This design comes from an exercise in tuning for small area on the open sky130 flow, not from production work.
In this exercise RTL edits were held to simulation tests only and were not proved equivalent to the original.
Power is estimated from default activity; no workload was simulated.

## config.mk

```make
export PLATFORM = sky130hd
export DESIGN_NAME = r30x_engine
export DESIGN_NICKNAME = r30x_engine
export VERILOG_FILES = /design/flow/design.v
export SDC_FILE = /design/flow/constraint.sdc
export NUM_CORES = 4
export LEC_CHECK = 0
export CAP_MARGIN = 20
export CORE_MARGIN = 2
export CORE_UTILIZATION = 45
export SLEW_MARGIN = 20
```

## constraint.sdc

```tcl
create_clock -name core_clock -period 45.0 [get_ports {clk}]
set_input_delay 9.0000 -clock core_clock [delete_from_list [all_inputs] [get_ports {clk}]]
set_output_delay 9.0000 -clock core_clock [all_outputs]
set_load 0.01 [all_outputs]
```

## design.v

```verilog
module r30x_engine (
    input  wire         clk,
    input  wire         rst,
    input  wire         cmd_valid,
    output wire         cmd_ready,
    input  wire [8:0]   cmd_op,
    input  wire [7:0]   cmd_buf,
    input  wire [15:0]  cmd_page,
    input  wire [15:0]  cmd_start,
    input  wire [15:0]  cmd_count,
    input  wire [31:0]  cmd_word,
    input  wire [7:0]   cmd_num,
    input  wire [7:0]   cmd_content,
    input  wire [7:0]   cmd_code,
    input  wire [8:0]   cmd_dlen,
    input  wire         din_valid,
    output wire         din_ready,
    input  wire [7:0]   din_data,
    output wire         rsp_valid,
    input  wire         rsp_take,
    output reg  [3:0]   rsp_result,
    output wire [8:0]   rsp_op,
    output wire [7:0]   rsp_status,
    output reg          rsp_has_status,
    output reg  [31:0]  rsp_value,
    output wire [31:0]  rsp_addr,
    output wire [3:0]   rsp_enr_state,
    output wire [4:0]   rsp_data_len,
    output wire [159:0] rsp_data,
    output reg  [15:0]  p_status_reg,
    output reg  [15:0]  p_sys_id,
    output reg  [15:0]  p_lib_size,
    output reg  [15:0]  p_sec_level,
    output reg  [31:0]  p_dev_addr,
    output reg  [15:0]  p_pkt_size,
    output reg  [15:0]  p_baud,
    output wire         tx_valid,
    input  wire         tx_ready,
    output wire [7:0]   tx_data,
    output wire         tx_last,
    output wire         tx_write,
    input  wire         rx_valid,
    input  wire [7:0]   rx_data,
    input  wire         rx_last,
    input  wire         ev_timeout,
    input  wire         ev_tpclosed,
    input  wire         ev_delay_elapsed,
    input  wire         ev_cancel,
    output reg          close_evt,
    output reg          delay_start
);
    localparam [3:0] R_SUCCESS          = 4'h0,
                     R_DEVICE_REJECTED  = 4'h1,
                     R_NO_MATCH         = 4'h2,
                     R_TIMEOUT          = 4'h3,
                     R_TRANSPORT_CLOSED = 4'h4,
                     R_RECEIVE_REJECTED = 4'h6,
                     R_SHORT_REPLY      = 4'h7,
                     R_BAD_REPLY        = 4'h8,
                     R_ILLEGAL_OP       = 4'h9,
                     R_CANCELLED        = 4'hA,
                     R_RX_OVERFLOW      = 4'hB,
                     R_ILLEGAL_ARG      = 4'hC;
    localparam [8:0] OP_CAPTURE   = 9'h001,
                     OP_IMG2CHR   = 9'h002,
                     OP_RSTBUF    = 9'h003,
                     OP_SEARCH    = 9'h004,
                     OP_GENTPL    = 9'h005,
                     OP_STORE     = 9'h006,
                     OP_LOAD      = 9'h007,
                     OP_GETCHR    = 9'h008,
                     OP_INSCHR    = 9'h009,
                     OP_UPIMG     = 9'h00A,
                     OP_INSIMG    = 9'h00B,
                     OP_DELETE    = 9'h00C,
                     OP_EMPTY     = 9'h00D,
                     OP_SETSYS    = 9'h00E,
                     OP_READSYS   = 9'h00F,
                     OP_SETPWD    = 9'h012,
                     OP_VFYPWD    = 9'h013,
                     OP_SETADDR   = 9'h015,
                     OP_SETPORT   = 9'h017,
                     OP_TPLCNT    = 9'h01D,
                     OP_ENROLL    = 9'h100,
                     OP_CLOSE     = 9'h101,
                     OP_CFG_WRITE = 9'h102,
                     OP_CFG_READ  = 9'h103;
    localparam [2:0] S_IDLE   = 3'd0,
                     S_BUILD  = 3'd1,    
                     S_SEND   = 3'd2,    
                     S_AWAIT  = 3'd3,    
                     S_DECODE = 3'd4,    
                     S_DATA   = 3'd5,    
                     S_RESP   = 3'd6,    
                     S_SEQ    = 3'd7;    
    localparam [3:0] E_IDLE   = 4'd0,
                     E_RESET  = 4'd1,
                     E_AWAIT1 = 4'd2,
                     E_I2C1   = 4'd3,
                     E_DELAY  = 4'd4,
                     E_AWAIT2 = 4'd5,
                     E_I2C2   = 4'd6,
                     E_GEN    = 4'd7,
                     E_STORE  = 4'd8,
                     E_DONE   = 4'd9,
                     E_FAILED = 4'd10;
    localparam [2:0] V_ZERO = 3'd0,
                     V_ONE  = 3'd1,
                     V_STAT = 3'd2,      
                     V_HALF = 3'd3,      
                     V_DEV  = 3'd4,      
                     V_CAP  = 3'd5;      
    reg [2:0]   st;
    reg [3:0]   enr_state;
    reg [31:0]  dev_addr;
    reg         policy;
    reg [31:0]  enr_captures;
    reg         closed;
    reg         mb_full;
    reg [8:0]   cur_op;
    reg         closed_at_data;
    reg         cancel_req;
    reg [5:0]   idx;         
    reg [7:0]   acc;         
    reg [4:0]   len_lo;      
    reg         len_hi;      
    reg         hdr_ok;
    reg         cks_ok;
    reg [7:0]   stat;
    reg [31:0]  addr_r;
    reg [2:0]   vsel;
    reg         dflag;
    reg [7:0]   rdata [0:19];
    wire [7:0]  opb = rdata[0];
    wire [31:0] opw = {rdata[1], rdata[2], rdata[3], rdata[4]};
    wire [7:0]  vhi = rdata[14];
    wire [7:0]  vlo = rdata[15];
    wire [8:0]  dleft = {rdata[3][0], rdata[4]};
    genvar gi;
    generate
        for (gi = 0; gi < 20; gi = gi + 1) begin : g_rdata
            assign rsp_data[8*gi +: 8] = rdata[gi];
        end
    endgenerate
    wire enr_active = (enr_state != E_IDLE) && (enr_state <= E_STORE);
    wire seq_capture = (enr_state == E_AWAIT1) || (enr_state == E_AWAIT2);
    wire seq_issue   = enr_active && (st == S_IDLE) && (enr_state != E_DELAY);
    wire host_accept = cmd_valid && cmd_ready;
    assign cmd_ready      = (st == S_IDLE) && !enr_active;
    assign rsp_valid      = (st == S_RESP);
    assign rsp_op         = cur_op;
    assign rsp_enr_state  = enr_state;
    assign rsp_status     = stat & {8{rsp_has_status}};
    assign rsp_addr       = addr_r & {32{rsp_has_status}};
    assign rsp_data_len   = dflag ? (idx[4:0] - 5'd12) : 5'd0;
    always @(*) begin
        case (vsel)
            V_ONE:   rsp_value = 32'd1;
            V_STAT:  rsp_value = {24'd0, stat};
            V_HALF:  rsp_value = {16'd0, vhi, vlo};
            V_DEV:   rsp_value = dev_addr;
            V_CAP:   rsp_value = enr_captures;
            default: rsp_value = 32'd0;
        endcase
    end
    function op_is_device;
        input [8:0] op;
        begin
            case (op)
                OP_CAPTURE, OP_IMG2CHR, OP_RSTBUF, OP_SEARCH, OP_GENTPL,
                OP_STORE, OP_LOAD, OP_GETCHR, OP_INSCHR, OP_UPIMG, OP_INSIMG,
                OP_DELETE, OP_EMPTY, OP_SETSYS, OP_READSYS, OP_SETPWD,
                OP_VFYPWD, OP_SETADDR, OP_SETPORT, OP_TPLCNT:
                    op_is_device = 1'b1;
                default:
                    op_is_device = 1'b0;
            endcase
        end
    endfunction
    function op_uses_buf;
        input [8:0] op;
        begin
            case (op)
                OP_IMG2CHR, OP_STORE, OP_LOAD, OP_SEARCH, OP_GETCHR, OP_INSCHR:
                    op_uses_buf = 1'b1;
                default:
                    op_uses_buf = 1'b0;
            endcase
        end
    endfunction
    function [4:0] op_len;
        input [8:0] op;
        begin
            case (op)
                OP_IMG2CHR, OP_GETCHR, OP_INSCHR, OP_SETPORT: op_len = 5'd4;
                OP_SETSYS:                                    op_len = 5'd5;
                OP_STORE, OP_LOAD:                            op_len = 5'd6;
                OP_DELETE, OP_SETPWD, OP_VFYPWD, OP_SETADDR:  op_len = 5'd7;
                OP_SEARCH:                                    op_len = 5'd8;
                default:                                      op_len = 5'd3;
            endcase
        end
    endfunction
    wire op_bfirst = !((cur_op == OP_DELETE) || (cur_op == OP_SETPWD) ||
                       (cur_op == OP_VFYPWD) || (cur_op == OP_SETADDR));
    wire [6:0] idx_m8 = {1'b0, idx} - 7'd8;    
    reg  [7:0] fbyte;
    reg  [7:0] obyte;
    always @(*) begin
        case ({op_bfirst, idx[2:0]})
            4'b1_010: obyte = opb;             
            4'b1_011: obyte = opw[31:24];
            4'b1_100: obyte = opw[23:16];
            4'b1_101: obyte = opw[15:8];
            4'b1_110: obyte = opw[7:0];
            4'b0_010: obyte = opw[31:24];
            4'b0_011: obyte = opw[23:16];
            4'b0_100: obyte = opw[15:8];
            4'b0_101: obyte = opw[7:0];
            default:  obyte = 8'h00;
        endcase
        case (idx[3:0])
            4'd0:    fbyte = 8'hEF;
            4'd1:    fbyte = 8'h01;
            4'd2:    fbyte = dev_addr[31:24];
            4'd3:    fbyte = dev_addr[23:16];
            4'd4:    fbyte = dev_addr[15:8];
            4'd5:    fbyte = dev_addr[7:0];
            4'd6:    fbyte = 8'h01;
            4'd7:    fbyte = 8'h00;
            4'd8:    fbyte = {3'd0, len_lo};
            4'd9:    fbyte = cur_op[7:0];
            default: fbyte = obyte;
        endcase
        if (idx_m8 == {2'b0, len_lo})
            fbyte = acc;
        else if (idx_m8 == {2'b0, len_lo} - 7'd1)
            fbyte = 8'h00;
    end
    wire f_last = (idx_m8 == {2'b0, len_lo});
    wire sending = (st == S_SEND);
    wire strobe  = sending ? tx_ready : ((st == S_AWAIT) && rx_valid);
    wire [7:0] sb = sending ? fbyte : rx_data;
    wire reply_evt = rx_valid && rx_last;
    wire rstrobe   = (st == S_AWAIT) && rx_valid;
    wire in_sum = (idx >= 6'd6) && ((idx <= 6'd8) || ({1'b0, idx} <= {2'b0, len_lo} + 7'd6));
    always @(posedge clk) begin
        if (strobe) begin
            if (idx != 6'd33)
                idx <= idx + 6'd1;
            if (in_sum)
                acc <= acc + sb;
        end
        if (rstrobe) begin
            if (idx == 6'd0) hdr_ok <= (rx_data == 8'hEF);
            if (idx == 6'd1) hdr_ok <= hdr_ok && (rx_data == 8'h01);
            if (idx == 6'd2) addr_r[31:24] <= rx_data;
            if (idx == 6'd3) addr_r[23:16] <= rx_data;
            if (idx == 6'd4) addr_r[15:8]  <= rx_data;
            if (idx == 6'd5) addr_r[7:0]   <= rx_data;
            if (idx == 6'd7) len_hi <= (rx_data != 8'h00);
            if (idx == 6'd8) begin
                len_lo <= rx_data[4:0];
                if (rx_data[7:5] != 3'd0) len_hi <= 1'b1;
            end
            if (idx == 6'd9) stat <= rx_data;
            if (idx_m8 == {2'b0, len_lo})
                cks_ok <= (rx_data == acc);
        end
        if (st == S_IDLE) begin
            idx <= 6'd0;
            acc <= 8'd0;
        end
        if (sending && idx == 6'd0)
            len_lo <= op_len(cur_op);
        if (sending && tx_ready && f_last) begin
            idx <= 6'd0;
            acc <= 8'd0;
        end
        if (st == S_IDLE && cmd_valid && cmd_ready && cmd_op == OP_CFG_READ) begin
            case (cmd_num)
                8'd1:    stat <= {7'd0, policy};
                8'd3:    stat <= {4'd0, enr_state};
                default: stat <= {6'd0, mb_full, closed};
            endcase
        end
    end
    wire ld_cmd  = (st == S_IDLE) && host_accept;
    wire ld_seq  = (st == S_IDLE) && !host_accept && seq_issue;
    wire data_op = (cur_op == OP_GETCHR) || (cur_op == OP_UPIMG) || (cur_op == OP_READSYS);
    wire v_op    = (cur_op == OP_TPLCNT) || (cur_op == OP_SEARCH) || (cur_op == OP_READSYS);
    wire srch    = (cur_op == OP_SEARCH);
    wire dec     = (st == S_DATA) && !closed_at_data && (dleft != 9'd0) && din_valid && tx_ready;
    reg [7:0]  ld_b;
    reg [31:0] ld_w;
    always @(*) begin
        ld_b = (cmd_op == OP_SETPORT) ? cmd_code :
               (cmd_op == OP_SETSYS)  ? cmd_num  : cmd_buf;
        case (cmd_op)
            OP_SETPWD, OP_VFYPWD, OP_SETADDR:
                ld_w = cmd_word;
            OP_STORE, OP_LOAD, OP_ENROLL:
                ld_w = {cmd_page, cmd_count};
            OP_SETSYS:
                ld_w = {cmd_content, cmd_start[7:0], cmd_count};
            OP_INSCHR, OP_INSIMG:
                ld_w = {cmd_start, cmd_count[15:9], cmd_dlen};
            default:
                ld_w = {cmd_start, cmd_count};
        endcase
    end
    reg wr [0:19];
    integer k;
    always @(*) begin
        for (k = 0; k < 20; k = k + 1)
            wr[k] = (idx == k + 12);
        for (k = 0; k < 5; k = k + 1)
            wr[k] = wr[k] && data_op;
        wr[14] = v_op ? (idx == (srch ? 6'd11 : 6'd10)) : (idx == 6'd26);
        wr[15] = v_op ? (idx == (srch ? 6'd10 : 6'd11)) : (idx == 6'd27);
    end
    always @(posedge clk) begin
        if (ld_cmd) begin
            rdata[0] <= ld_b;
            rdata[1] <= ld_w[31:24];
            rdata[2] <= ld_w[23:16];
            rdata[3] <= ld_w[15:8];
            rdata[4] <= ld_w[7:0];
        end
        if (ld_seq)
            rdata[0] <= (enr_state == E_I2C2) ? 8'd2 : 8'd1;
        if (dec)
            {rdata[3][0], rdata[4]} <= dleft - 9'd1;
        for (k = 0; k < 20; k = k + 1)
            if (rstrobe && wr[k])
                rdata[k] <= rx_data;
    end
    wire [5:0] rlen = idx;
    wire r_valid = (rlen >= 6'd12) && hdr_ok && !len_hi && (len_lo >= 5'd3) &&
                   ({1'b0, len_lo} + 6'd9 <= rlen) && cks_ok;
    reg        d_respond;
    reg [3:0]  d_result;
    reg [2:0]  d_vsel;
    reg        d_has;
    reg        d_params;
    reg        d_data;
    always @(*) begin
        d_respond = 1'b1;
        d_result  = R_SUCCESS;
        d_vsel    = V_ZERO;
        d_has     = 1'b1;
        d_params  = 1'b0;
        d_data    = 1'b0;
        if (rlen == 6'd33) begin
            d_result = R_RX_OVERFLOW;
            d_has    = 1'b0;
        end else if (rlen < 6'd10) begin
            d_result = R_SHORT_REPLY;
            d_has    = 1'b0;
        end else if (policy && !r_valid) begin
            d_result = R_BAD_REPLY;
            d_has    = 1'b0;
        end else begin
            case (cur_op)
                OP_VFYPWD: begin
                    d_vsel = (stat == 8'h00) ? V_ONE : V_ZERO;
                end
                OP_CAPTURE: begin
                    d_vsel = V_STAT;
                end
                OP_READSYS: begin
                    if (rlen < 6'd26) begin
                        d_result = R_SHORT_REPLY;
                    end else begin
                        d_params = 1'b1;
                        if (stat != 8'h00)
                            d_result = R_DEVICE_REJECTED;
                    end
                end
                OP_TPLCNT: begin
                    if (stat != 8'h00)
                        d_result = R_DEVICE_REJECTED;
                    else if (rlen < 6'd12)
                        d_result = R_SHORT_REPLY;
                    else
                        d_vsel = V_HALF;
                end
                OP_SEARCH: begin
                    if (stat == 8'h00) begin
                        if (rlen < 6'd12)
                            d_result = R_SHORT_REPLY;
                        else
                            d_vsel = V_HALF;
                    end else if (stat == 8'h09) begin
                        d_result = R_NO_MATCH;
                    end else begin
                        d_result = R_DEVICE_REJECTED;
                    end
                end
                OP_GETCHR, OP_UPIMG: begin
                    if (stat != 8'h00)
                        d_result = R_DEVICE_REJECTED;
                    else
                        d_data = (rlen > 6'd12);
                end
                OP_INSCHR, OP_INSIMG: begin
                    if (stat != 8'h00)
                        d_result = R_RECEIVE_REJECTED;
                    else
                        d_respond = 1'b0;
                end
                OP_DELETE: begin
                    if (stat != 8'h00)
                        d_result = R_DEVICE_REJECTED;
                    else
                        d_vsel = V_ONE;
                end
                default: begin
                    if (stat != 8'h00)
                        d_result = R_DEVICE_REJECTED;
                end
            endcase
        end
    end
    wire r_ok        = (rsp_result == R_SUCCESS);
    wire [2:0] s_done = enr_active ? S_SEQ : S_RESP;
    reg [8:0] seq_op;
    always @(*) begin
        case (enr_state)
            E_RESET:             seq_op = OP_RSTBUF;
            E_AWAIT1, E_AWAIT2:  seq_op = OP_CAPTURE;
            E_I2C1, E_I2C2:      seq_op = OP_IMG2CHR;
            E_GEN:               seq_op = OP_GENTPL;
            default:             seq_op = OP_STORE;
        endcase
    end
    reg        t_end;
    reg        t_rej;           
    reg [3:0]  t_next;
    reg        t_arm;
    always @(*) begin
        t_end  = 1'b0;
        t_rej  = 1'b0;
        t_next = enr_state;
        t_arm  = 1'b0;
        if (!r_ok) begin
            t_end = 1'b1;
        end else begin
            case (enr_state)
                E_RESET:  t_next = E_AWAIT1;
                E_AWAIT1, E_AWAIT2: begin
                    if (stat == 8'h00)
                        t_next = (enr_state == E_AWAIT1) ? E_I2C1 : E_I2C2;
                    else if (stat != 8'h02) begin
                        t_end = 1'b1;
                        t_rej = 1'b1;
                    end
                end
                E_I2C1:  begin t_next = E_DELAY; t_arm = 1'b1; end
                E_I2C2:  t_next = E_GEN;
                E_GEN:   t_next = E_STORE;
                default: t_end = 1'b1;
            endcase
        end
    end
    reg [2:0] cfg_vsel;
    always @(*) begin
        case (cmd_num)
            8'd0:    cfg_vsel = V_DEV;
            8'd1:    cfg_vsel = V_STAT;
            8'd2:    cfg_vsel = V_CAP;
            8'd3:    cfg_vsel = V_STAT;
            8'd4:    cfg_vsel = V_STAT;
            default: cfg_vsel = V_ZERO;
        endcase
    end
    always @(posedge clk) begin
        if (rst) begin
            st           <= S_IDLE;
            enr_state    <= E_IDLE;
            dev_addr     <= 32'hFFFF_FFFF;
            policy       <= 1'b0;
            enr_captures <= 32'd0;
            closed       <= 1'b0;
            mb_full      <= 1'b0;
            p_status_reg <= 16'd0;
            p_sys_id     <= 16'd0;
            p_lib_size   <= 16'd0;
            p_sec_level  <= 16'd0;
            p_dev_addr   <= 32'd0;
            p_pkt_size   <= 16'd0;
            p_baud       <= 16'd0;
            close_evt    <= 1'b0;
            delay_start  <= 1'b0;
        end else begin
            close_evt   <= 1'b0;
            delay_start <= 1'b0;
            if (ev_tpclosed)
                closed <= 1'b1;
            if (ev_cancel && enr_active)
                cancel_req <= 1'b1;
            if (reply_evt && st != S_AWAIT)
                mb_full <= 1'b1;
            if (ev_delay_elapsed && enr_state == E_DELAY)
                enr_state <= E_AWAIT2;
            case (st)
                S_IDLE: begin
                    if (host_accept) begin
                        cur_op         <= cmd_op;
                        rsp_has_status <= 1'b0;
                        vsel           <= V_ZERO;
                        dflag          <= 1'b0;
                        if (!op_is_device(cmd_op) && cmd_op[8:2] != 7'b1000000) begin
                            rsp_result <= R_ILLEGAL_OP;
                            st         <= S_RESP;
                        end else if (op_uses_buf(cmd_op) && cmd_buf != 8'd1 && cmd_buf != 8'd2) begin
                            rsp_result <= R_ILLEGAL_ARG;
                            st         <= S_RESP;
                        end else if ((cmd_op == OP_INSCHR || cmd_op == OP_INSIMG) &&
                                     cmd_dlen[8] && cmd_dlen[7:0] != 8'd0) begin
                            rsp_result <= R_ILLEGAL_ARG;
                            st         <= S_RESP;
                        end else begin
                            case (cmd_op)
                                OP_ENROLL: begin
                                    enr_captures <= 32'd0;
                                    cancel_req   <= 1'b0;
                                    enr_state    <= E_RESET;
                                end
                                OP_CLOSE: begin
                                    if (!closed)
                                        close_evt <= 1'b1;
                                    closed     <= 1'b1;
                                    rsp_result <= R_SUCCESS;
                                    st         <= S_RESP;
                                end
                                OP_CFG_WRITE: begin
                                    if (cmd_num == 8'd0) begin
                                        dev_addr   <= cmd_word;
                                        rsp_result <= R_SUCCESS;
                                    end else if (cmd_num == 8'd1) begin
                                        policy     <= cmd_word[0];
                                        rsp_result <= R_SUCCESS;
                                    end else begin
                                        rsp_result <= R_ILLEGAL_ARG;
                                    end
                                    st <= S_RESP;
                                end
                                OP_CFG_READ: begin
                                    rsp_result <= R_SUCCESS;
                                    vsel       <= cfg_vsel;
                                    st         <= S_RESP;
                                end
                                default: begin
                                    if (closed) begin
                                        rsp_result <= R_TRANSPORT_CLOSED;
                                        st         <= S_RESP;
                                    end else begin
                                        mb_full <= 1'b0;
                                        st      <= S_SEND;
                                    end
                                end
                            endcase
                        end
                    end else if (seq_issue) begin
                        if (seq_capture && cancel_req) begin
                            cur_op         <= OP_ENROLL;
                            rsp_result     <= R_CANCELLED;
                            rsp_has_status <= 1'b0;
                            vsel           <= V_ZERO;
                            dflag          <= 1'b0;
                            st             <= S_RESP;
                        end else begin
                            if (seq_capture)
                                enr_captures <= enr_captures + 32'd1;
                            cur_op <= seq_op;
                            if (closed) begin
                                rsp_result     <= R_TRANSPORT_CLOSED;
                                rsp_has_status <= 1'b0;
                                vsel           <= V_ZERO;
                                dflag          <= 1'b0;
                                st             <= S_SEQ;
                            end else begin
                                mb_full <= 1'b0;
                                st      <= S_SEND;
                            end
                        end
                    end
                end
                S_SEND: begin
                    if (tx_ready && f_last)
                        st <= S_AWAIT;
                end
                S_AWAIT: begin
                    if (reply_evt) begin
                        st <= S_DECODE;
                    end else if (ev_tpclosed || ev_timeout) begin
                        rsp_result     <= ev_tpclosed ? R_TRANSPORT_CLOSED : R_TIMEOUT;
                        rsp_has_status <= 1'b0;
                        vsel           <= V_ZERO;
                        dflag          <= 1'b0;
                        st             <= s_done;
                    end
                    closed_at_data <= closed;
                end
                S_DECODE: begin
                    rsp_result     <= d_result;
                    rsp_has_status <= d_has;
                    vsel           <= d_vsel;
                    dflag          <= d_data;
                    if (d_params) begin
                        p_status_reg <= {vhi, vlo};
                        p_sys_id     <= {rdata[0], rdata[1]};
                        p_lib_size   <= {rdata[2], rdata[3]};
                        p_sec_level  <= {rdata[4], rdata[5]};
                        p_dev_addr   <= {rdata[6], rdata[7], rdata[8], rdata[9]};
                        p_pkt_size   <= {rdata[10], rdata[11]};
                        p_baud       <= {rdata[12], rdata[13]};
                    end
                    st <= d_respond ? s_done : S_DATA;
                end
                S_DATA: begin
                    if (closed_at_data || dleft == 9'd0) begin
                        rsp_result     <= closed_at_data ? R_TRANSPORT_CLOSED : R_SUCCESS;
                        rsp_has_status <= 1'b0;
                        st             <= S_RESP;
                    end
                end
                S_RESP: begin
                    if (rsp_take) begin
                        st <= S_IDLE;
                        if (enr_active)
                            enr_state <= r_ok ? E_DONE : E_FAILED;
                    end
                end
                S_SEQ: begin
                    if (t_end) begin
                        vsel <= V_ZERO;
                        if (t_rej)
                            rsp_result <= R_DEVICE_REJECTED;
                        if (r_ok && !t_rej)
                            cur_op <= OP_ENROLL;
                        st <= S_RESP;
                    end else begin
                        enr_state <= t_next;
                        if (t_arm)
                            delay_start <= 1'b1;
                        st <= S_IDLE;
                    end
                end
                default: st <= S_IDLE;
            endcase
        end
    end
    wire data_phase = (st == S_DATA) && !closed_at_data && (dleft != 9'd0);
    assign din_ready = data_phase && tx_ready;
    assign tx_valid  = data_phase ? din_valid : sending;
    assign tx_data   = data_phase ? din_data  : fbyte;
    assign tx_last   = data_phase ? (dleft == 9'd1) : f_last;
    assign tx_write  = data_phase;
endmodule
```

## flow/run.sh

```bash
#!/bin/bash
# Standard ORFS layout (the standard.sh) with two changes that only affect cell choice:
#  - port buffers use buf_1 instead of the default clkdlybuf4s50_1
#  - the clock tree uses clkbuf_4/clkbuf_8 with sink clusters of up to 16, without dummy loads
# The whole make output goes to standard_flow.log; ORFS keeps each step's log under orfs/logs.
set -euo pipefail
bash standard.sh \
  "BUFFER_PORTS_ARGS=-buffer_cell sky130_fd_sc_hd__buf_1" \
  "CTS_ARGS=-sink_clustering_enable -repair_clock_nets -dont_use_dummy_load -sink_clustering_size 12 -sink_clustering_max_diameter 40 -buf_list {sky130_fd_sc_hd__clkbuf_4}" \
  finish > standard_flow.log 2>&1
```

## standard.sh

```bash
#!/bin/bash
# synth_recipe.tcl (not shown) runs the flow's synth.tcl, then flattens the netlist and writes it again
# the make line also repeats each setting of config.mk as NAME=value (left out here)
make -C /OpenROAD-flow-scripts/flow DESIGN_CONFIG=/design/flow/config.mk WORK_HOME=/design/flow/orfs CLKGATE_MAP_FILE= SYNTH_SCRIPT=/design/flow/synth_recipe.tcl "${@:-finish}"
```

==> results of run 1 <==
==> logic make-up (layout without fill, tap and decap cells) <==
logic type      Yosys count  after routing  share of synthesized area
mux                     109            109                     0.0509
other cells               0              6                          0
xor+xnor                 68             68                     0.0274
fa+ha+maj                42             42                     0.0244
buf+inv                 194            693                     0.0346
compound gates          507            507                      0.146
simple gates            943            943                      0.197
flops                   450            450                      0.519
==> cell type report <==
type / count / area (sq um) / share of cell area
Tap cell: 615 / 769 / 0.0310
Multi-Input combinational cell: 1669 / 9770 / 0.394
Sequential cell: 450 / 11300 / 0.455
Timing Repair Buffer: 583 / 2310 / 0.0931
Inverter: 41 / 155 / 0.00625
Antenna cell: 6 / 15.0 / 0.000605
Clock buffer: 69 / 518 / 0.0209
==> cell usage in the layout (no fill, tap or decap), types with 40 or more instances in the layout <==
cell                       synthesis  final
sky130_fd_sc_hd__nor2_1          190    189
sky130_fd_sc_hd__ha_1             40     40
sky130_fd_sc_hd__edfxtp_1        228    228
sky130_fd_sc_hd__nand2_1         447    447
sky130_fd_sc_hd__nand3_1          45     45
sky130_fd_sc_hd__o21ai_0          66     65
sky130_fd_sc_hd__a21oi_1         218    218
sky130_fd_sc_hd__buf_1             8    547
sky130_fd_sc_hd__mux2i_1          95     95
sky130_fd_sc_hd__dfxtp_1         222    222
sky130_fd_sc_hd__and2_1           70     70
sky130_fd_sc_hd__clkbuf_4          0     71
==> per-layer routing <==
metal	vias up	GRT usage	share of wire
met5	-	0	0
met4	0	0.117	0.035
met3	162	0.0644	0.084
met2	1078	0.556	0.47
met1	9995	0.452	0.41
li1	9262	-	-
==> report_power, final <==
part	total, mW	switching [mW]	internal (mW)
Combinational	0.328	0.220	0.109
Clock	0.206	0.135	0.0704
Sequential	0.516	0.0518	0.464
==> worst max-delay path, stage by stage <==
cell and delay, ns:
sky130_fd_sc_hd__buf_1 0.10, sky130_fd_sc_hd__nor2_1 0.05, sky130_fd_sc_hd__a21oi_1 0.47, sky130_fd_sc_hd__buf_1 0.21
==> through the flow <==
step | hold slack (ns) | area [sq um] | std cells | power (mW) | worst slack [ns]
2_1_floorplan | 0.406 | 21800 | 2313 | 0.704 | 26.73
3_3_place_gp | 0.441 | 24300 | 3356 | 0.843 | 26.22
3_5_place_dp | 0.446 | 24300 | 3356 | 0.844 | 26.23
4_1_cts | 0.457 | 24800 | 3425 | 1.05 | 26.22
5_1_grt | 0.472 | 24800 | 3429 | 1.09 | 26.20
6_report | 0.455 | 24800 | 3433 | 1.05 | 26.17
==> how the worst max path moves through the flow <==
stage | end | cells after the start
CTS | tx_data[2] | 4
detailed placement | tx_data[2] | 4
finish | tx_data[2] | 4
global route | tx_data[2] | 4
floorplan | tx_data[1] | 1
global placement | tx_data[2] | 4
==> results by group, run 1 <==
STA
  – Slew HR: 0.272
  – Sum Neg Setup Slack: 0 ns
  – Number of endpoints failing setup at the final stage: 0
  – Period Utilization, post-route: 0.418
  – Fin crit period: 18.83 ns
  – Worst-Margin Slew: 1.09 ns
  – Final Hold Fails: 0
  – Final-report max-slew violation count: 0
  – RSZ-0062 raised after global routing: no
  – Max frequency: 53.1 MHz
  – Final setup skew: 0.122 ns

Die
  – Total number of placement rows: 80
  – Floorplan die width: 224 um
  – Area of the die: 50,100 sq um
  – Die height: 224 um
  – Top-Level Pins: 557
  – Starting Density: 0.456
  – Core footprint: 47,700 sq um

Global routing
  – First-pass GRT wire length: 126,000 um
  – All-Layer GR Usage: 0.340
  – Antenna violations before repair: 2
  – Gr ovfl total: 0
  – Pin count of the biggest net entering global routing: 83
  – Number of global-route vias before repair: 18,700

Final layout
  – Most flop-heavy register: rdata
  – Share of post-route cells with drive strength above 1: 0.0516
  – Layout Nets: 3,013
  – Flip-flop count of the largest register, all copies and words added: 160
  – Layout-stage area growth over the synthesis result: 14.1%
  – Filler Cells Inserted: 4,620
  – Final core area utilization: 0.520

Run
  – Maximum capacitance violations: 0

Detailed routing
  – Post-route antenna net violation count: 0
  – Post-detailed-route wirelength per cell: 25.8 um
  – Overall via count from detail_route: 20,500
  – Number of design-rule violations left by the first detailed-router iteration: 2,203
  – Vias per std cell: 5.97
  – Number of optimization iterations in the first detailed-route pass: 7
  – Total wire length: 88,600 um
  – DR DRC count: 0

Clock tree
  – TritonCTS clock tree: built
  – Number of setup buffers added after CTS: 0
  – Root buffer selected by CTS: sky130_fd_sc_hd__clkbuf_4
  – CTS buffer count: 69
  – Source-to-sink clock delay at the later pin of the worst-skew pair: 0.86 ns
  – Post-CTS Resized: 0
  – Longest Clk Path Bufs: 3
  – Clk pin slew, worst setup/hold paths: 0.07 ns
  – Count of H-tree levels built during CTS: 3
  – Number of clock sinks: 450
  – Number of buffers inserted for hold repair after clock tree synthesis: 0

Worst setup path
  – Launch point of the critical path: din_data[2]
  – Startpoint class of the critical path: primary input
  – R2R depth: 18
  – Source of the worst register-to-register timing path: idx[4]
  – Setup slack of the worst register-to-register path: 39.46 ns
  – Critical-path maximum fanout: 1
  – Category of the most critical setup path: in2out
  – Crit. End Element: output pin
  – Critical Path RT: 36.00 ns
  – Capturing point of the worst reg2reg path: acc[7]
  – Arrival time of the worst setup path: 9.83 ns

Synth
  – Leading cell types by count after synthesis: 447 x sky130_fd_sc_hd__nand2_1, 228 x sky130_fd_sc_hd__edfxtp_1, 222 x sky130_fd_sc_hd__dfxtp_1
  – Synthesis-stage register bit count: 450
  – Yosys top cell by area: sky130_fd_sc_hd__edfxtp_1
  – Dominant cell by count in the synthesized netlist: sky130_fd_sc_hd__nand2_1
  – Number of flops mapped to enable cells by yosys: 228
  – Portion of the post-synthesis area used by sequential elements: 0.519
  – Fraction of synthesis flops using an asynchronous set or reset pin: 0
  – Synth Area per Inst: 9.41 sq um
  – Primary FF master, synth: sky130_fd_sc_hd__edfxtp_1
  – Post-Syn Instances: 2,313
  – Post-synth cell types: 84
  – Fraction of synthesized cell area taken by the top area cell type: 0.315
  – Summed instance area of the synthesized netlist: 21,800 sq um
  – Post-Syn Nets: 2,512
  – Synthesis Warnings: 3
  – Cell types occupying the most area after synthesis: sky130_fd_sc_hd__edfxtp_1 31%, sky130_fd_sc_hd__dfxtp_1 20%, sky130_fd_sc_hd__nand2_1 7.7%

Worst hold path
  – HP Start: p_sys_id[14]
  – Min-Delay Path Class: reg2reg
  – Min-Delay Endpoint: p_sys_id[14]
  – Hold Path Cell Cnt: 2

Pwr
  – Reported leakage power: 8.26 nW
  – Pwr per Cell Area: 42.3 nW/um^2
  – Maximum vdd ir drop: 0.0000202 V

Place
  – PortBufs: 556
  – Gp weighted congestion: 0.967
  – HPWL after detailed placement: 66,500 um

Status
  – Run status: timing/DRC/antenna clean
==> run 2, diff against run 1 <==
--- a/flow/run.sh
+++ b/flow/run.sh
@@ -6,5 +6,5 @@
 set -euo pipefail
 bash standard.sh \
   "BUFFER_PORTS_ARGS=-buffer_cell sky130_fd_sc_hd__buf_1" \
-  "CTS_ARGS=-sink_clustering_enable -repair_clock_nets -dont_use_dummy_load -sink_clustering_size 12 -sink_clustering_max_diameter 40 -buf_list {sky130_fd_sc_hd__clkbuf_4}" \
+  "CTS_ARGS=-sink_clustering_enable -repair_clock_nets -dont_use_dummy_load -sink_clustering_size 16 -sink_clustering_max_diameter 50 -buf_list {sky130_fd_sc_hd__clkbuf_4 sky130_fd_sc_hd__clkbuf_8}" \
   finish > standard_flow.log 2>&1
==> run 2 against run 1 <==
  * Still clean
  * Sequential power about the same
  * First-iteration DRC count increased by 0.23%
  * Design area increased by 0.34%
  * Setup slack got worse by 0.019 ns
  * Synthesized area unchanged
  * Critical endpoint unchanged
  * Largest cell class unchanged
  * Largest power group unchanged
==> results by group, run 2 <==
Worst setup path
  – Launch point of the critical path: din_data[2]
  – Source of the worst register-to-register timing path: idx[1]
  – Ordered list of cells on the worst path: buf_1, nor2_1, a21oi_1, buf_1
  – Slowest stage cell on the critical path: sky130_fd_sc_hd__a21oi_1
  – Arrival time of the worst setup path: 9.85 ns
  – Critical Path RT: 36.00 ns
  – CP delay by family, top: compound AO/OA/AOI/OAI gates
  – Delay contributed by the slowest stage of the critical path: 0.48 ns
  – Cell mode on critical path: sky130_fd_sc_hd__buf_1
  – Total buffers and inverters traversed by the critical path: 2
  – Category of the most critical setup path: in2out
  – Startpoint class of the critical path: primary input
  – Crit. End Element: output pin
  – Critical-path maximum fanout: 1

Detailed routing
  – Post-detailed-route wirelength per cell: 25.9 um
  – Number of design-rule violations left by the first detailed-router iteration: 2,208
  – Overall via count from detail_route: 20,300
  – DR DRC count: 0
  – Total wire length: 88,200 um
  – Post-route antenna net violation count: 0
  – Vias per std cell: 5.97
  – Number of optimization iterations in the first detailed-route pass: 8

Synth
  – Post-Syn Instances: 2,313
  – Synthesis Warnings: 3
  – Summed instance area of the synthesized netlist: 21,800 sq um
  – Fraction of synthesized cell area taken by the top area cell type: 0.315
  – Number of flops mapped to enable cells by yosys: 228
  – Yosys top cell by area: sky130_fd_sc_hd__edfxtp_1
  – Leading cell types by count after synthesis: 447 x sky130_fd_sc_hd__nand2_1, 228 x sky130_fd_sc_hd__edfxtp_1, 222 x sky130_fd_sc_hd__dfxtp_1
  – Portion of the post-synthesis area used by sequential elements: 0.519
  – Post-synth cell types: 84
  – Synthesis-stage register bit count: 450
  – Primary FF master, synth: sky130_fd_sc_hd__edfxtp_1
  – Synth Area per Inst: 9.41 sq um
  – Post-Syn Nets: 2,512
  – Dominant cell by count in the synthesized netlist: sky130_fd_sc_hd__nand2_1
  – Cell types occupying the most area after synthesis: sky130_fd_sc_hd__edfxtp_1 31%, sky130_fd_sc_hd__dfxtp_1 20%, sky130_fd_sc_hd__nand2_1 7.7%
  – Fraction of synthesis flops using an asynchronous set or reset pin: 0

Global routing
  – Antenna violations before repair: 2
  – First-pass GRT wire length: 125,000 um
  – Number of global-route vias before repair: 18,500
  – Gr ovfl total: 0
  – Pin count of the biggest net entering global routing: 83
  – All-Layer GR Usage: 0.338

Clock tree
  – Longest Clk Path Bufs: 3
  – Count of H-tree levels built during CTS: 2
  – CTS buffer count: 45
  – Source-to-sink clock delay at the later pin of the worst-skew pair: 0.66 ns
  – Post-CTS Resized: 0
  – Number of clock sinks: 450
  – TritonCTS clock tree: built
  – Number of buffers inserted for hold repair after clock tree synthesis: 0
  – Clk pin slew, worst setup/hold paths: 0.08 ns
  – Root buffer selected by CTS: sky130_fd_sc_hd__clkbuf_8
  – Number of setup buffers added after CTS: 0

STA
  – Sum Neg Setup Slack: 0 ns
  – Number of endpoints failing setup at the final stage: 0
  – Max frequency: 53.0 MHz
  – Period Utilization, post-route: 0.419
  – Final setup skew: 0.0792 ns
  – RSZ-0062 raised after global routing: no
  – Final-report max-slew violation count: 0
  – Worst-Margin Slew: 1.19 ns
  – Final Hold Fails: 0
  – Fin crit period: 18.85 ns
  – Slew HR: 0.206

Place
  – HPWL after detailed placement: 66,500 um
  – PortBufs: 556
  – Gp weighted congestion: 0.967

Run
  – Maximum capacitance violations: 0

Die
  – Floorplan die width: 224 um
  – Die height: 224 um
  – Area of the die: 50,100 sq um
  – Top-Level Pins: 557
  – Core footprint: 47,700 sq um
  – Starting Density: 0.456
  – Total number of placement rows: 80

Final layout
  – Filler Cells Inserted: 4,575
  – Flip-flop count of the largest register, all copies and words added: 160
  – Highest-count cells in the layout ignoring fill and taps: 547 x sky130_fd_sc_hd__buf_1, 447 x sky130_fd_sc_hd__nand2_1, 228 x sky130_fd_sc_hd__edfxtp_1
  – Most flop-heavy register: rdata
  – Share of post-route cells with drive strength above 1: 0.0431
  – Most common cell after layout, fill and taps aside: sky130_fd_sc_hd__buf_1
  – Layout-stage area growth over the synthesis result: 14.5%
  – Layout Nets: 2,988
  – Final core area utilization: 0.522

Worst hold path
  – HP Start: p_pkt_size[13]
  – Min-Delay Path Class: reg2reg

Pwr
  – Reported leakage power: 8.26 nW
  – Pwr per Cell Area: 42.8 nW/um^2
  – Maximum vdd ir drop: 0.0000203 V

Status
  – Run status: timing/DRC/antenna clean
==> run 2: path summary, 6_finish.rpt <==
kind | to | slack (ns) | cells after the start
worst max-delay path | tx_data[2] | 26.15 | 4
worst min-delay path | p_pkt_size[13] | 0.46 | 2
worst max register to register | acc[7] | 39.51 | 18
worst min register to register | p_pkt_size[13] | 0.46 | 2
==> run 2: worst register-to-register path, stage by stage, from the launching register on <==
cell and delay, ns:
sky130_fd_sc_hd__dfxtp_1 0.47, sky130_fd_sc_hd__inv_1 0.23, sky130_fd_sc_hd__ha_1 0.69, sky130_fd_sc_hd__nor2_1 0.27
sky130_fd_sc_hd__a21oi_1 0.54, sky130_fd_sc_hd__nand3_1 0.16, sky130_fd_sc_hd__a221oi_1 0.47, sky130_fd_sc_hd__a211oi_1 0.13
sky130_fd_sc_hd__a21o_1 0.24, sky130_fd_sc_hd__mux2_2 0.27, sky130_fd_sc_hd__ha_1 0.28, sky130_fd_sc_hd__a21o_1 0.18
sky130_fd_sc_hd__a21oi_1 0.22, sky130_fd_sc_hd__o21bai_1 0.09, sky130_fd_sc_hd__a21oi_1 0.26, sky130_fd_sc_hd__o21ai_0 0.19
sky130_fd_sc_hd__and3_1 0.23, sky130_fd_sc_hd__or4b_1 0.46, sky130_fd_sc_hd__nand2_1 0.07
==> run 2: cell type report <==
cell class / count / area, sq um / share of cell area
timing repair buffer: 582 / 2300 / 0.0925
tap: 615 / 769 / 0.0309
multi-input combinational: 1669 / 9770 / 0.392
sequential: 450 / 11300 / 0.453
clock buffer: 45 / 619 / 0.0249
antenna: 2 / 5.00 / 0.000201
inverter: 41 / 155 / 0.00623
==> run 2: cell families (layout without fill, tap and decap cells) <==
kind of cell / after synthesis / after routing / share of synthesized area
simple gates: 943 / 943 / 0.197
compound gates: 507 / 507 / 0.146
flops: 450 / 450 / 0.519
buf+inv: 194 / 668 / 0.0346
mux: 109 / 109 / 0.0509
xor+xnor: 68 / 68 / 0.0274
fa+ha+maj: 42 / 42 / 0.0244
other cells: 0 / 2 / 0
==> run 2: per-layer routing <==
metal / vias up / wire [um] / GRT usage / share of wire
met1: 9965 / 36800 / 0.456 / 0.42
met5: - / 11 / 0 / 0.00012
met2: 1022 / 41300 / 0.555 / 0.47
li1: 9168 / - / - / -
met4: 2 / 3130 / 0.113 / 0.035
met3: 171 / 6970 / 0.0563 / 0.079
==> run 2: through the flow <==
stage | std cells | worst slack, ns | cell area [sq um] | hold slack, ns | total power [mW]
6_report | 3404 | 26.15 | 24900 | 0.457 | 1.07
5_1_grt | 3403 | 26.20 | 24900 | 0.474 | 1.11
4_1_cts | 3401 | 26.22 | 24900 | 0.458 | 1.06
3_5_place_dp | 3356 | 26.23 | 24300 | 0.446 | 0.844
3_3_place_gp | 3356 | 26.22 | 24300 | 0.441 | 0.843
2_1_floorplan | 2313 | 26.73 | 21800 | 0.406 | 0.704
==> run 2: report_power, final <==
part	leakage (nW)	switching, mW	internal (mW)	total (mW)
Clock	0.324	0.134	0.0889	0.223
Sequential	3.86	0.0516	0.464	0.516
Combinational	4.08	0.220	0.108	0.328
==> run 3, diff against run 2 <==
--- a/config.mk
+++ b/config.mk
@@ -5,7 +5,7 @@
 export SDC_FILE = /design/flow/constraint.sdc
 export NUM_CORES = 4
 export LEC_CHECK = 0
-export CAP_MARGIN = 20
+export CAP_MARGIN = 0
 export CORE_MARGIN = 2
 export CORE_UTILIZATION = 45
-export SLEW_MARGIN = 20
+export SLEW_MARGIN = 0
==> run 3 against run 2 <==
  * Still clean on timing, DRC and antenna
  * Sequential share of layout area up 0.075 points
  * Critical path depth unchanged
  * Hold slack about the same
  * Synthesized area unchanged
  * Non-clock buffer count down 1
  * Clock power about the same
  * Sequential power about the same
  * Combinational power about the same
  * Highest routed layer unchanged
==> results by group, run 3 <==
Global routing
  – All-Layer GR Usage: 0.339
  – Gr ovfl total: 0
  – First-pass GRT wire length: 126,000 um
  – Antenna violations before repair: 4
  – Number of global-route vias before repair: 18,600
  – Pin count of the biggest net entering global routing: 83

Detailed routing
  – Post-detailed-route wirelength per cell: 26.0 um
  – Vias per std cell: 5.93
  – DR DRC count: 0
  – Number of design-rule violations left by the first detailed-router iteration: 2,347
  – Overall via count from detail_route: 20,200
  – Number of optimization iterations in the first detailed-route pass: 10
  – Total wire length: 88,500 um
  – Post-route antenna net violation count: 0

STA
  – Final setup skew: 0.0813 ns
  – Number of endpoints failing setup at the final stage: 0
  – Post-layout worst setup margin: 26.15 ns
  – Fin crit period: 18.85 ns
  – Final-report max-slew violation count: 0
  – Max frequency: 53.1 MHz
  – RSZ-0062 raised after global routing: no
  – Period Utilization, post-route: 0.419
  – Sum Neg Setup Slack: 0 ns
  – Final Hold Fails: 0
  – Slew HR: 0.0965
  – Hold slack: 0.456 ns
  – Worst-Margin Slew: 1.34 ns

Pwr
  – Reported leakage power: 8.25 nW
  – Maximum vdd ir drop: 0.0000199 V
  – Pwr per Cell Area: 42.8 nW/um^2

Clock tree
  – Longest Clk Path Bufs: 3
  – Clk pin slew, worst setup/hold paths: 0.08 ns
  – Number of setup buffers added after CTS: 0
  – Source-to-sink clock delay at the later pin of the worst-skew pair: 0.65 ns
  – Number of clock sinks: 450
  – Root buffer selected by CTS: sky130_fd_sc_hd__clkbuf_8
  – TritonCTS clock tree: built
  – CTS buffer count: 44
  – Number of buffers inserted for hold repair after clock tree synthesis: 0
  – Post-CTS Resized: 0
  – Count of H-tree levels built during CTS: 2

Worst setup path
  – Critical Path RT: 36.00 ns
  – R2R depth: 18
  – Arrival time of the worst setup path: 9.85 ns
  – Category of the most critical setup path: in2out
  – Critical-path maximum fanout: 1
  – Startpoint class of the critical path: primary input
  – Crit. End Element: output pin

Final layout
  – Most flop-heavy register: rdata
  – Post-Layout Inst Area: 24,900 sq um
  – Highest-count cells in the layout ignoring fill and taps: 547 x sky130_fd_sc_hd__buf_1, 447 x sky130_fd_sc_hd__nand2_1, 228 x sky130_fd_sc_hd__edfxtp_1
  – Layout Nets: 2,986
  – Flip-flop count of the largest register, all copies and words added: 160
  – Most common cell after layout, fill and taps aside: sky130_fd_sc_hd__buf_1
  – Final core area utilization: 0.521
  – Share of post-route cells with drive strength above 1: 0.0409
  – Layout-stage area growth over the synthesis result: 14.3%

Die
  – Top-Level Pins: 557
  – Die height: 224 um
  – Core footprint: 47,700 sq um
  – Area of the die: 50,100 sq um
  – Starting Density: 0.456
  – Floorplan die width: 224 um
  – Total number of placement rows: 80

Synth
  – Fraction of synthesis flops using an asynchronous set or reset pin: 0
  – Synthesis-stage register bit count: 450
  – Summed instance area of the synthesized netlist: 21,800 sq um
  – Dominant cell by count in the synthesized netlist: sky130_fd_sc_hd__nand2_1
  – Number of flops mapped to enable cells by yosys: 228
  – Post-synth cell types: 84
  – Post-Syn Instances: 2,313
  – Synthesis Warnings: 3
  – Primary FF master, synth: sky130_fd_sc_hd__edfxtp_1
  – Synth Area per Inst: 9.41 sq um
  – Fraction of synthesized cell area taken by the top area cell type: 0.315
  – Post-Syn Nets: 2,512
  – Yosys top cell by area: sky130_fd_sc_hd__edfxtp_1
  – Leading cell types by count after synthesis: 447 x sky130_fd_sc_hd__nand2_1, 228 x sky130_fd_sc_hd__edfxtp_1, 222 x sky130_fd_sc_hd__dfxtp_1
  – Cell types occupying the most area after synthesis: sky130_fd_sc_hd__edfxtp_1 31%, sky130_fd_sc_hd__dfxtp_1 20%, sky130_fd_sc_hd__nand2_1 7.7%
  – Portion of the post-synthesis area used by sequential elements: 0.519

Worst hold path
  – Min-Delay Path Class: reg2reg
  – Hold Path Cell Cnt: 2

Place
  – HPWL after detailed placement: 66,700 um
  – PortBufs: 556
  – Post-place setup slack: 26.22 ns
  – Gp weighted congestion: 0.967
  – Placement-stage cell area: 24,300 sq um

Status
  – Run status: timing/DRC/antenna clean

Run
  – Maximum capacitance violations: 0
run 3: cell counts after synthesis:
No cell type changed its count.
run 3: critical path: stages:
cell	delay, ns
sky130_fd_sc_hd__buf_1	0.09
sky130_fd_sc_hd__nor2_1	0.05
sky130_fd_sc_hd__a21oi_1	0.49
sky130_fd_sc_hd__buf_1	0.21
run 3: kinds of logic after synthesis:
kind of cell             after synthesis  share of synthesized area
multiplexers                         109                     0.0509
AND/OR/NAND/NOR                      943                      0.197
buffers and inverters                194                     0.0346
AO/OA/AOI/OAI                        507                      0.146
flip-flops                           450                      0.519
XOR/XNOR                              68                     0.0274
adder cells (fa/ha/maj)               42                     0.0244
run 3: final cells by class:
type / count / area (sq um)
sequential: 450 / 11300
timing repair buffer: 581 / 2290
antenna: 3 / 7.51
clock buffer: 44 / 606
fill: 4603 / 22900
inverter: 41 / 154
multi-input combinational: 1669 / 9760
tap: 615 / 769
run 3: worst paths after layout:
check                                   from      endpoint  slack [ns]
worst max-delay path             din_data[2]    tx_data[2]       26.15
worst min-delay path            p_sys_id[14]  p_sys_id[14]        0.46
worst max register to register        idx[1]        acc[7]       39.42
worst min register to register  p_sys_id[14]  p_sys_id[14]        0.46
run 3: power by group:
part           internal [mW]  leakage, nW  switching, mW
Combinational          0.108         4.07          0.218
Clock                 0.0871        0.316          0.134
Sequential             0.464         3.86         0.0530
run 3: metrics by stage:
stage               cells  power [mW]
floorplan            2313       0.704
global placement     3356       0.843
detailed placement   3356       0.844
CTS                  3400        1.06
global route         3402        1.11
finish               3403        1.06
run 3: per-layer routing:
metal,track usage,vias up,share of wire
li1,-,9157,-
met1,0.453,9778,0.41
met2,0.550,1079,0.46
met3,0.0631,172,0.086
met4,0.126,4,0.038
met5,0,-,0.00026
==> run 4, diff against run 3 <==
==> flow/run.sh (replaced) <==
#!/bin/bash
# Layout flow: the standard synthesis, then its combinational logic mapped
# again by ABC for area (flip-flops untouched, see resyn.py), then the
# standard ORFS flow from floorplan on, with
#  - port buffers of buf_1 instead of the default clkdlybuf4s50_1
#  - a clock tree of clkbuf_4/clkbuf_8 with sink clusters of up to 16, no dummy loads
# Each tool's output goes to a log of its own in this folder.
set -euo pipefail
KNOBS=(
  "BUFFER_PORTS_ARGS=-buffer_cell sky130_fd_sc_hd__buf_1"
  "CTS_ARGS=-sink_clustering_enable -repair_clock_nets -dont_use_dummy_load -sink_clustering_size 16 -sink_clustering_max_diameter 50 -buf_list {sky130_fd_sc_hd__clkbuf_4 sky130_fd_sc_hd__clkbuf_8}"
)
bash standard.sh "${KNOBS[@]}" synth > synth_flow.log 2>&1

R="$PWD/orfs/results/$FLOW_PLATFORM/r30x_engine/base"
YOSYS="$FLOW_HOME/../tools/install/yosys/bin/yosys"
[[ -x "$YOSYS" ]] || YOSYS=yosys
cp "$R/1_2_yosys.v" 1_2_yosys_standard.v
if python3 flow/resyn.py \
    "$FLOW_HOME/platforms/$FLOW_PLATFORM/lib/sky130_fd_sc_hd__tt_025C_1v80.lib" \
    "$FLOW_HOME/platforms/$FLOW_PLATFORM/config.mk" \
    1_2_yosys_standard.v "$PWD/1_2_yosys_resyn.v" "$PWD/resyn" "$PWD/flow/area.script" "$YOSYS" \
    > resyn.log 2>&1; then
  cp 1_2_yosys_resyn.v "$R/1_2_yosys.v"
  rm -f "$R/1_synth.odb" "$R/1_synth.sdc"
fi

bash standard.sh "${KNOBS[@]}" finish > standard_flow.log 2>&1
==> flow/area.script (new file) <==
&get -n
&st
&dc2
&dch -f
&nf -R 1000 -F 20 -A 20 -E 10
&put
==> flow/resyn.py (new file) <==
#!/usr/bin/env python3
"""Re-map the combinational logic of the standard synthesis netlist for area.

usage: resyn.py LIB PLATFORM_CONFIG IN_NETLIST OUT_NETLIST WORKDIR ABC_SCRIPT YOSYS

The flip-flops of IN_NETLIST are read as black boxes and kept exactly as they
are (instance names, cell types, connections); every other cell is read with
its Liberty function, flattened, and mapped again by ABC with ABC_SCRIPT.
Tie cells and pass-through buffers are added the way ORFS's synthesis adds
them.  OUT_NETLIST is written only if the result keeps the same flip-flops.
"""
import os, re, subprocess, sys

lib, cfg, nin, nout, work, script, yosys = sys.argv[1:8]
os.makedirs(work, exist_ok=True)

text = open(lib).read()
i = text.index('cell (')
head, cells, pos = text[:i], [], i
while True:
    j = text.find('cell (', pos)
    if j < 0:
        break
    k = text.index('{', j)
    depth, m = 1, k + 1
    while depth:
        c = text[m]
        if c == '{':
            depth += 1
        elif c == '}':
            depth -= 1
        m += 1
    cells.append(text[j:m])
    pos = m
seq = [c for c in cells if re.search(r'\b(ff|latch|statetable)\s*\(', c)]
comb = [c for c in cells if c not in seq]
open(os.path.join(work, 'comb.lib'), 'w').write(head + '\n'.join(comb) + '\n}\n')
open(os.path.join(work, 'seq.lib'), 'w').write(head + '\n'.join(seq) + '\n}\n')

conf = open(cfg).read()
m = re.search(r'export DONT_USE_CELLS \+= \\\n(.*?)\n\n', conf, re.S)
dont_use = ' '.join('-dont_use ' + c for c in re.findall(r'sky130_fd_sc_hd__\w+', m.group(1)))

out_tmp = os.path.join(work, 'out.v')
ys = f"""read_liberty -lib {work}/seq.lib
read_liberty -ignore_miss_func {work}/comb.lib
read_verilog {nin}
hierarchy -top r30x_engine
flatten
rename -hide w:*.*
opt_clean -purge
abc -liberty {lib} {dont_use} -script {script} -D 45000
read_liberty -lib -ignore_redef {lib}
setundef -zero
splitnets
opt_clean -purge
hilomap -singleton -hicell sky130_fd_sc_hd__conb_1 HI -locell sky130_fd_sc_hd__conb_1 LO
insbuf -buf sky130_fd_sc_hd__buf_4 A X
check -assert -mapped
tee -o {work}/stat.txt stat -liberty {lib}
write_verilog -noattr -nohex -nodec {out_tmp}
"""
open(os.path.join(work, 'resyn.ys'), 'w').write(ys)
with open(os.path.join(work, 'yosys.log'), 'w') as log:
    subprocess.run([yosys, '-s', os.path.join(work, 'resyn.ys')], stdout=log, stderr=subprocess.STDOUT, check=True)

def flops(path):
    v = open(path).read()
    return sorted(re.findall(r'(sky130_fd_sc_hd__e?df\w+)\s+(\S+)\s*\(', v))

a, b = flops(nin), flops(out_tmp)
if not a or a != b:
    sys.exit(f'flip-flops changed: {len(a)} before, {len(b)} after')
if re.search(r'[/:]', ' '.join(re.findall(r'\\(\S+)', open(out_tmp).read()))):
    sys.exit('a name contains / or :')
os.replace(out_tmp, nout)
print(f'resyn: {len(a)} flip-flops kept')
--- a/config.mk
+++ b/config.mk
@@ -5,7 +5,7 @@
 export SDC_FILE = /design/flow/constraint.sdc
 export NUM_CORES = 4
 export LEC_CHECK = 0
-export CAP_MARGIN = 0
+export CAP_MARGIN = 20
 export CORE_MARGIN = 2
 export CORE_UTILIZATION = 45
-export SLEW_MARGIN = 0
+export SLEW_MARGIN = 20
==> run 4 against run 3 <==
  * Combinational power down about 30%
  * Sequential power down 3%
  * Via count is 0.61% lower
  * Die area down 7.2%
  * Clock skew fell by 0.016 ns
  * Critical endpoint is now din_ready
==> results by group, run 4 <==
Status
  – Run status: timing/DRC/antenna clean

Die
  – Starting Density: 0.456
  – Top-Level Pins: 557
  – Core footprint: 44,200 sq um
  – Total number of placement rows: 77
  – Die height: 216 um
  – Area of the die: 46,500 sq um
  – Floorplan die width: 216 um

Detailed routing
  – Vias per std cell: 5.92
  – Number of optimization iterations in the first detailed-route pass: 12
  – Total wire length: 81,700 um
  – Post-route antenna net violation count: 0
  – Post-detailed-route wirelength per cell: 24.1 um
  – Number of design-rule violations left by the first detailed-router iteration: 2,190
  – Overall via count from detail_route: 20,100
  – DR DRC count: 0

Synth
  – Summed instance area of the synthesized netlist: 20,200 sq um
  – Synthesis Warnings: 3
  – Post-Syn Instances: 2,160
  – Synth Area per Inst: 9.34 sq um
  – Post-Syn Nets: 2,318

STA
  – Worst-Margin Slew: 1.04 ns
  – Sum Neg Setup Slack: 0 ns
  – Final Hold Fails: 0
  – RSZ-0062 raised after global routing: no
  – Slew HR: 0.305
  – Max frequency: 53.6 MHz
  – Number of endpoints failing setup at the final stage: 0
  – Final setup skew: 0.0651 ns
  – Final-report max-slew violation count: 0
  – Period Utilization, post-route: 0.414
  – Fin crit period: 18.65 ns

Worst setup path
  – CP delay by family, top: buffers and inverters
  – Critical-path maximum fanout: 4
  – Cell mode on critical path: sky130_fd_sc_hd__buf_1
  – Delay contributed by the slowest stage of the critical path: 0.31 ns
  – Capturing point of the worst reg2reg path: enr_captures[28]
  – Setup slack of the worst register-to-register path: 39.06 ns
  – Category of the most critical setup path: in2out
  – R2R depth: 21
  – Startpoint class of the critical path: primary input
  – Slowest stage cell on the critical path: sky130_fd_sc_hd__and2_0
  – Critical Path RT: 36.00 ns
  – Crit. End Element: output pin
  – Ordered list of cells on the worst path: buf_1, and2_0, buf_1
  – Source of the worst register-to-register timing path: enr_state[0]
  – Arrival time of the worst setup path: 9.65 ns
  – Total buffers and inverters traversed by the critical path: 2

Final layout
  – Final antenna diode count: 0
  – Most common cell after layout, fill and taps aside: sky130_fd_sc_hd__buf_1
  – Final core area utilization: 0.543
  – Most flop-heavy register: rdata
  – Highest-count cells in the layout ignoring fill and taps: 547 x sky130_fd_sc_hd__buf_1, 476 x sky130_fd_sc_hd__nand2_1, 296 x sky130_fd_sc_hd__a21oi_1
  – Count of non-filler cells in the finished layout: 3,392
  – Layout Nets: 2,960
  – Share of post-route cells with drive strength above 1: 0.0411
  – Layout-stage area growth over the synthesis result: 19.0%
  – Flip-flop count of the largest register, all copies and words added: 160

Worst hold path
  – HP Start: p_baud[10]
  – Min-Delay Path Class: reg2reg
  – Hold Path Cell Cnt: 2
  – Min-Delay Endpoint: p_baud[10]

Clock tree
  – CTS buffer count: 48
  – Number of setup buffers added after CTS: 0
  – Root buffer selected by CTS: sky130_fd_sc_hd__clkbuf_8
  – Longest Clk Path Bufs: 3
  – Clk pin slew, worst setup/hold paths: 0.06 ns
  – TritonCTS clock tree: built
  – Post-CTS Resized: 0
  – Count of H-tree levels built during CTS: 2
  – Number of buffers inserted for hold repair after clock tree synthesis: 0
  – Source-to-sink clock delay at the later pin of the worst-skew pair: 0.66 ns
  – Number of clock sinks: 450

Place
  – Gp weighted congestion: 0.965
  – PortBufs: 556
  – DP Cell Count: 3,344
  – HPWL after detailed placement: 60,100 um

Global routing
  – Number of global-route vias before repair: 18,200
  – Gr ovfl total: 0
  – All-Layer GR Usage: 0.334
  – Antenna violations before repair: 1
  – Pin count of the biggest net entering global routing: 70
  – First-pass GRT wire length: 117,000 um

Pwr
  – Reported leakage power: 7.87 nW
  – Pwr per Cell Area: 40.0 nW/um^2
  – Power after layout: 0.961 mW
  – Maximum vdd ir drop: 0.0000226 V

Run
  – Maximum capacitance violations: 0
==> run 4: worst reg2reg max path, cell delays in order, from the launching register on <==
cell                       delay [ns]
sky130_fd_sc_hd__dfxtp_1         0.47
sky130_fd_sc_hd__nor3_1          0.32
sky130_fd_sc_hd__nand2b_1        0.14
sky130_fd_sc_hd__and2_0          0.30
sky130_fd_sc_hd__nor2_1          0.19
sky130_fd_sc_hd__nand2_1         0.42
sky130_fd_sc_hd__nor2_1          0.28
sky130_fd_sc_hd__and3_1          0.39
sky130_fd_sc_hd__or2_0           0.26
sky130_fd_sc_hd__nand4_1         0.24
sky130_fd_sc_hd__nor4_1          0.38
sky130_fd_sc_hd__and3_1          0.30
sky130_fd_sc_hd__and2_0          0.29
sky130_fd_sc_hd__and3_1          0.25
sky130_fd_sc_hd__and3_1          0.23
sky130_fd_sc_hd__and2_0          0.29
sky130_fd_sc_hd__and4_1          0.32
sky130_fd_sc_hd__and3_1          0.24
sky130_fd_sc_hd__and3_1          0.25
sky130_fd_sc_hd__nand2_1         0.09
sky130_fd_sc_hd__xnor2_1         0.13
sky130_fd_sc_hd__nor2_1          0.05
==> run 4: metrics by stage <==
step | setup slack [ns] | hold WS, ns | area [sq um]
2_1_floorplan | 26.77 | 0.427 | 20200
3_3_place_gp | 26.40 | 0.436 | 23300
3_5_place_dp | 26.37 | 0.443 | 23300
4_1_cts | 26.37 | 0.454 | 24000
5_1_grt | 26.31 | 0.464 | 24000
6_report | 26.35 | 0.451 | 24000
==> run 4: worst max path at each step <==
stage	start	endpoint	slack, ns	depth (start not counted)
after floorplan	din_data[0]	tx_data[0]	26.77	2
after global placement	tx_ready	din_ready	26.40	3
after detailed placement	tx_ready	din_ready	26.37	3
after CTS	tx_ready	din_ready	26.37	3
after global routing	tx_ready	din_ready	26.31	3
final	tx_ready	din_ready	26.35	3
==> run 4: area by class of cell <==
cell class,count,area (sq um)
clock buffers,48,661
fillers,4238,20200
inverters,55,206
multi-input cells,1646,8670
flip-flops and latches,450,11300
well taps,592,741
repair buffers,601,2440
==> run 4: layer usage <==
metal | wire [um] | up-vias | global-route usage
met5 | 0 | - | 0
met4 | 3260 | 0 | 0.127
met3 | 6950 | 170 | 0.0600
met2 | 38600 | 1066 | 0.551
met1 | 32900 | 9645 | 0.438
li1 | - | 9186 | -
==> run 4: power by group <==
group / switching, mW / internal [mW] / total [mW]
combinational: 0.157 / 0.0695 / 0.227
clock: 0.137 / 0.0945 / 0.231
sequential: 0.0428 / 0.460 / 0.503
total: 0.337 / 0.624 / 0.961
==> run 5, diff against run 4 <==
==> flow/area.script (replaced) <==
&get -n
&st
&dc2
&dch -f
&nf -R 1000 -F 20 -A 20 -E 10
&st
&dc2
&dch -f
&nf -R 1000 -F 20 -A 20 -E 10
&st
&dc2
&dch -f
&nf -R 1000 -F 20 -A 20 -E 10
&put
--- a/flow/resyn.py
+++ b/flow/resyn.py
@@ -46,6 +46,7 @@
 read_liberty -ignore_miss_func {work}/comb.lib
 read_verilog {nin}
 hierarchy -top r30x_engine
+rename -hide w:_*
 flatten
 rename -hide w:*.*
 opt_clean -purge
==> run 5 against run 4 <==
  * Final cell count barely moved
  * Via count rose by 1.5%
  * Register-to-register slack got worse by 0.10 ns
  * Total power rose by 2.2%
  * Critical path depth did not move
  * Maximum frequency rose by 0.50%
  * First-iteration DRC count rose by 7.2%
  * Setup slack improved by 0.092 ns
  * Largest cell class unchanged
==> results by group, run 5 <==
Global routing
  – First-pass GRT wire length: 125,000 um
  – All-Layer GR Usage: 0.366
  – Pin count of the biggest net entering global routing: 99
  – Number of global-route vias before repair: 18,700
  – Gr ovfl total: 0
  – Antenna violations before repair: 8

Clock tree
  – Post-CTS Resized: 0
  – Longest Clk Path Bufs: 3
  – Number of clock sinks: 450
  – TritonCTS clock tree: built
  – Count of H-tree levels built during CTS: 2
  – Clk pin slew, worst setup/hold paths: 0.06 ns
  – Number of buffers inserted for hold repair after clock tree synthesis: 0
  – CTS buffer count: 47
  – Number of setup buffers added after CTS: 0
  – Source-to-sink clock delay at the later pin of the worst-skew pair: 0.68 ns
  – Root buffer selected by CTS: sky130_fd_sc_hd__clkbuf_8

Place
  – Gp weighted congestion: 0.989
  – HPWL after detailed placement: 65,500 um
  – PortBufs: 556

STA
  – Sum Neg Setup Slack: 0 ns
  – Number of endpoints failing setup at the final stage: 0
  – Period Utilization, post-route: 0.412
  – Worst-Margin Slew: 1.18 ns
  – Slew HR: 0.208
  – Fin crit period: 18.55 ns
  – Final Hold Fails: 0
  – Final-report max-slew violation count: 0
  – Final setup skew: 0.0935 ns
  – RSZ-0062 raised after global routing: no
  – Max frequency: 53.9 MHz

Detailed routing
  – Overall via count from detail_route: 20,400
  – Total wire length: 87,800 um
  – Top routing layer used: met5
  – Number of optimization iterations in the first detailed-route pass: 7
  – DR DRC count: 0
  – Met2 wire length: 41,500 um
  – Number of design-rule violations left by the first detailed-router iteration: 2,347
  – Sum of met3 wire segment lengths after detailed routing: 8290 um
  – Vias per std cell: 6.01
  – Post-detailed-route wirelength per cell: 25.9 um
  – Post-route antenna net violation count: 0
  – Routed met1 length: 33,800 um

Final layout
  – Layout Nets: 2,953
  – Flip-flop count of the largest register, all copies and words added: 160
  – Most common cell after layout, fill and taps aside: sky130_fd_sc_hd__buf_1
  – Most flop-heavy register: rdata
  – Highest-count cells in the layout ignoring fill and taps: 547 x sky130_fd_sc_hd__buf_1, 480 x sky130_fd_sc_hd__nand2_1, 296 x sky130_fd_sc_hd__a21oi_1
  – Filler Cells Inserted: 4,237
  – Layout-stage area growth over the synthesis result: 19.4%
  – Share of post-route cells with drive strength above 1: 0.0394

Worst setup path
  – Capturing point of the worst reg2reg path: acc[7]
  – Crit. End Element: output pin
  – Startpoint class of the critical path: primary input
  – Critical Path RT: 36.00 ns
  – Source of the worst register-to-register timing path: cur_op[4]
  – Category of the most critical setup path: in2out
  – R2R depth: 20
  – Launch point of the critical path: tx_ready
  – Setup slack of the worst register-to-register path: 38.96 ns
  – Critical-path maximum fanout: 5
  – Arrival time of the worst setup path: 9.55 ns
  – Setup crit end: din_ready

Synth
  – Post-Syn Instances: 2,147
  – Synthesis Warnings: 3
  – Post-Syn Nets: 2,305
  – Summed instance area of the synthesized netlist: 20,000 sq um
  – Synth Area per Inst: 9.33 sq um

Die
  – Core footprint: 44,100 sq um
  – Area of the die: 46,200 sq um
  – Die height: 215 um
  – Floorplan die width: 215 um
  – Starting Density: 0.454
  – Top-Level Pins: 557
  – Total number of placement rows: 77

Pwr
  – Sequential group share of total power: 0.508
  – Combinational power share: 0.259
  – Power after layout: 0.982 mW
  – Reported leakage power: 7.75 nW
  – Share of total power in the clock network: 0.233
  – Maximum vdd ir drop: 0.0000257 V
  – Pwr per Cell Area: 41.1 nW/um^2
  – Net switching power of the design: 0.353 mW
  – Internal: 0.629 mW
  – Switching Fraction: 0.360

Worst hold path
  – Min-Delay Path Class: reg2reg
  – HP Start: p_sys_id[9]

Run
  – Maximum capacitance violations: 0

Status
  – Run status: timing/DRC/antenna clean
run 5: worst min path at each step:
stage,to,slack [ns],depth (start not counted)
floorplan,dev_addr[16],0.43,2
global placement,p_baud[6],0.44,2
detailed placement,p_sys_id[1],0.44,2
CTS,p_dev_addr[17],0.45,2
global route,p_sec_level[11],0.47,2
finish,p_sys_id[9],0.45,2
run 5: critical path, stage by stage:
cell	delay, ns
sky130_fd_sc_hd__buf_1	0.20
sky130_fd_sc_hd__and2_0	0.19
sky130_fd_sc_hd__buf_1	0.16
run 5: metrics by stage:
step	setup slack, ns	hold WS [ns]	cells	util	area [sq um]
6_report	26.45	0.449	3390	0.542	23900
3_3_place_gp	26.49	0.437	3338	0.527	23300
3_5_place_dp	26.44	0.443	3338	0.527	23300
4_1_cts	26.44	0.452	3385	0.542	23900
2_1_floorplan	26.75	0.427	2147	-	20000
5_1_grt	26.38	0.470	3389	0.542	23900
run 5: layout make-up:
type | instances | area, sq um | share of cell area
Sequential cell | 450 | 11300 | 0.472
Multi-Input combinational cell | 1647 | 8620 | 0.360
Timing Repair Buffer | 599 | 2420 | 0.101
Tap cell | 592 | 741 | 0.0310
Clock buffer | 47 | 647 | 0.0270
Inverter | 50 | 188 | 0.00785
Antenna cell | 5 | 12.5 | 0.000523
run 5: layer usage:
layer | track usage | vias up
met1 | 0.474 | 9751
li1 | - | 9152
met3 | 0.0651 | 219
met2 | 0.601 | 1235
met4 | 0.164 | 8
met5 | 0 | -
run 5: power by group through the flow:
| stage | Sequential, mW | Clock [mW] | Combinational [mW] |
|---|---|---|---|
| 2_1_floorplan | 0.500 | 0 | 0.134 |
| 3_3_place_gp | 0.507 | 0 | 0.247 |
| 3_5_place_dp | 0.506 | 0 | 0.248 |
| 4_1_cts | 0.497 | 0.232 | 0.250 |
| 5_1_grt | 0.500 | 0.246 | 0.274 |
| 6_report | 0.499 | 0.229 | 0.254 |

Check on run 5: ideal ports give 26.446 ns setup slack; a clkbuf_16 on the clock port and buf_2 on the inputs give 26.421 ns; moving port delays by the midpoint clock arrival (0.686 ns) as well gives 26.421 ns.
